Background: an optimization exercise with open tools, aiming at small area, a short achievable clock period and few clock cycles. Do not read the settings as production practice. In this exercise RTL edits were held to simulation tests only and were not proved equivalent to the original. Power is estimated from default activity; no workload was simulated.

## build 39
==> flow/design.v (excerpt) <==
module barker_xcorr (
    input  wire               clk,
    input  wire               rst,           
    input  wire [3:0]         cfg_hdr,       
    input  wire [1:0]         cfg_mod,       
    input  wire [17:0]        cfg_trig,      
    input  wire [15:0]        cfg_hitcap,    
    input  wire               in_valid,
    output reg                in_ready,
    input  wire               in_last,
    input  wire signed [7:0]  in_re,
    input  wire signed [7:0]  in_im,
    output reg                hr_valid,
    output wire [16:0]        hr_idx,
    output reg  signed [17:0] hr_val,
    output reg                hi_valid,
    output wire [16:0]        hi_idx,
    output reg  signed [17:0] hi_val,
    output reg                done,
    output wire [15:0]        nhr,
    output wire [15:0]        nhi,
    output wire               hitovf,
    output reg                desync
);
    integer k;
    genvar  g;
    reg        is13, is11, h3;
    reg        mod0, mod2;
    reg [15:0] trig_q;         
    reg        trig_big;
    reg        capnz;          
    reg [3:0]  z_last;         
  ...
Settings: LEC_CHECK=0, CAP_MARGIN=20, CORE_MARGIN=2, CORE_UTILIZATION=60, SLEW_MARGIN=20, SYNTH_HIERARCHICAL=1; clock period 22.0 ns.
standard.sh (not shown) runs the stock make flow with config.mk's settings and CLKGATE_MAP_FILE= SYNTH_SCRIPT=/design/flow/synth_recipe.tcl, a recipe that flattens the netlist after the stock synthesis.
==> flow/flow/run.sh <==
#!/bin/bash
# Standard ORFS layout (standard synthesis) with: port buffers of buf_2;
# a clock tree of larger clusters without dummy loads; repair_timing aiming
# for extra setup slack so that the achieved period is short.
set -euo pipefail
bash standard.sh SETUP_SLACK_MARGIN=16.3 'BUFFER_PORTS_ARGS=-buffer_cell sky130_fd_sc_hd__buf_2' \
  'CTS_ARGS=-sink_clustering_enable -repair_clock_nets -sink_clustering_size 20 -sink_clustering_max_diameter 150 -buf_list sky130_fd_sc_hd__clkbuf_16 -sink_buffer_max_cap_derate 1.0 -dont_use_dummy_load' \
  finish > standard_flow.log 2>&1
Build 39 completed every stage of the flow, and the final layout passed the timing, design-rule and antenna checks.
Testbench counts of build 39, summed over its fixed seeds: cycles 21,174.
--- input diff build 39..build 88 ---
--- a/flow/flow/run.sh
+++ b/flow/flow/run.sh
@@ -4,5 +4,5 @@
 # for extra setup slack so that the achieved period is short.
 set -euo pipefail
-bash standard.sh SETUP_SLACK_MARGIN=16.3 'BUFFER_PORTS_ARGS=-buffer_cell sky130_fd_sc_hd__buf_2' \
+bash standard.sh SETUP_SLACK_MARGIN=16.8 'BUFFER_PORTS_ARGS=-buffer_cell sky130_fd_sc_hd__buf_2' \
   'CTS_ARGS=-sink_clustering_enable -repair_clock_nets -sink_clustering_size 20 -sink_clustering_max_diameter 150 -buf_list sky130_fd_sc_hd__clkbuf_16 -sink_buffer_max_cap_derate 1.0 -dont_use_dummy_load' \
   finish > standard_flow.log 2>&1
Findings:
- Against build 39 as the reference, build 88 delivers a higher number of ordinary and repair buffers in the finished layout.
- Status: clock transition time at the flip-flop clock pins of the worst setup and hold paths parity (build 88, build 39)
- Per the comparison of build 88 with build 39, all-layer global routing usage up 0.83 points, areal power density over the cells down 0.94%, post-placement worst setup slack down 190 ps.
- Comparing build 88 and build 39, the lower total number of vias was measured on build 39.
Input-level comparison between build 15 and build 88:
==> flow/flow/run.sh <==
#!/bin/bash
# Standard ORFS layout (standard synthesis) with: port buffers of buf_2;
# a clock tree of larger clusters without dummy loads; repair_timing aiming
# for extra setup slack so that the achieved period is short.
set -euo pipefail
bash standard.sh SETUP_SLACK_MARGIN=16.5 'BUFFER_PORTS_ARGS=-buffer_cell sky130_fd_sc_hd__buf_2' \
  'CTS_ARGS=-sink_clustering_enable -repair_clock_nets -sink_clustering_size 30 -sink_clustering_max_diameter 300 -sink_clustering_levels 2 -buf_list sky130_fd_sc_hd__clkbuf_16 -sink_buffer_max_cap_derate 1.0 -dont_use_dummy_load' \
  finish > standard_flow.log 2>&1
Results
Diff build 88 -> build 15: final instance count without filler cells shrank by 38; non-clock buffer area fraction after layout shrank by 3.5 points; final weighted congestion in routability-driven placement shrank by 3.1%. Summary of build 15 over build 88: met3 wire length down 20%, number of cells traversed by the worst register-to-register path up 1, clock-cell share of area down 0.52 points. In the flow results for build 88 and build 15, the worst setup slack for register-to-register paths is smaller on build 15. Compare build 88 and build 15 | power dissipated by switching net loads lower: build 15. As far as part of the cycle the worst path needs is concerned, build 15 and build 88 perform about the same. Via count in build 15 is 327 lower than in build 88. Aggregate routed wire length: build 15 better than build 88.
diff inputs: build 15 => build 59
==> flow/flow/run.sh <==
#!/bin/bash
# Standard ORFS layout (standard synthesis) with: port buffers of buf_2;
# a clock tree of larger clusters without dummy loads; repair_timing aiming
# for extra setup slack so that the achieved period is short.
set -euo pipefail
bash standard.sh SETUP_SLACK_MARGIN=16.5 'BUFFER_PORTS_ARGS=-buffer_cell sky130_fd_sc_hd__buf_2' \
  'CTS_ARGS=-sink_clustering_enable -repair_clock_nets -sink_clustering_size 20 -sink_clustering_max_diameter 150 -buf_list sky130_fd_sc_hd__clkbuf_16 -sink_buffer_max_cap_derate 1.0 -dont_use_dummy_load' \
  finish > standard_flow.log 2>&1
## What came out
- Run comparison: build 15 worst setup path endpoint hr_idx[16]; build 59 worst setup path endpoint in_ready
- Final period demand of the worst path: build 15 vs build 59 — no meaningful difference
- Diff build 59..build 15 | final setup violation count | unchanged
- In the flow results for build 15 and build 59, the core occupancy in the finished layout is larger on build 59.
- Between build 15 and build 59, the setup slack does not differ in any meaningful way.
The inputs of build 56 differ from those of build 59 as listed below.
Settings: CORE_UTILIZATION now 40, was 60.
[summary]
Build 56 vs. build 59: overall power consumption went up by 0.80%, register cell area after layout held steady, layout filler cell count now sits higher.
Global-route met3 utilization: lower on build 56
Sort build 56 and build 59 by die area, ascending, and build 59 comes first.
Diff build 59 -> build 56: global-route usage saw a decrease; final count of hold timing violations neither gained nor lost much; signed area change from the synthesized netlist to the final layout increased by 1.6 points relative to the old numbers.
Per the comparison of build 56 with build 59, worst clock skew now sits lower; per-instance average area after synthesis now sits at about the same level.

==> separate check: timing with driven ports <==
How much do the figures lean on ideal ports? The routed layouts below were timed once more, with nothing changed but the port constraints.
Step 1 sets driving cells, clkbuf_16 on the clock port and buf_2 on the other inputs (assumed; they add their load-dependent delay and slew).
Step 2 also shifts input and output timing later by t, the mid clock arrival at the registers, as if the neighbouring blocks saw the same clock.
Slacks: no drivers / after step 1 / after step 2; pairs: no drivers / after step 1.
run | t, ns | slack for setup (ns) | hold slack, ns | worst data-port slew with drivers (ns)
build 39 | 0.591 | 16.546 / 16.492 / 16.167 | 0.329 / 0.329 / 0.329 | 0.04
build 88 | 0.589 | 16.598 / 16.545 / 16.208 | 0.331 / 0.331 / 0.331 | 0.05
build 15 | 0.571 | 16.569 / 16.512 / 16.245 | 0.298 / 0.298 / 0.298 | 0.05
build 59 | 0.588 | 16.568 / 16.511 / 16.204 | 0.307 / 0.307 / 0.307 | 0.05
build 56 | 0.598 | 16.548 / 16.493 / 16.261 | 0.330 / 0.330 / 0.330 | 0.04
After both steps every run listed still meets setup and hold. For build 88, which loses most, drivers alone change the setup slack by -0.053 ns; drivers and shift together by -0.390 ns.
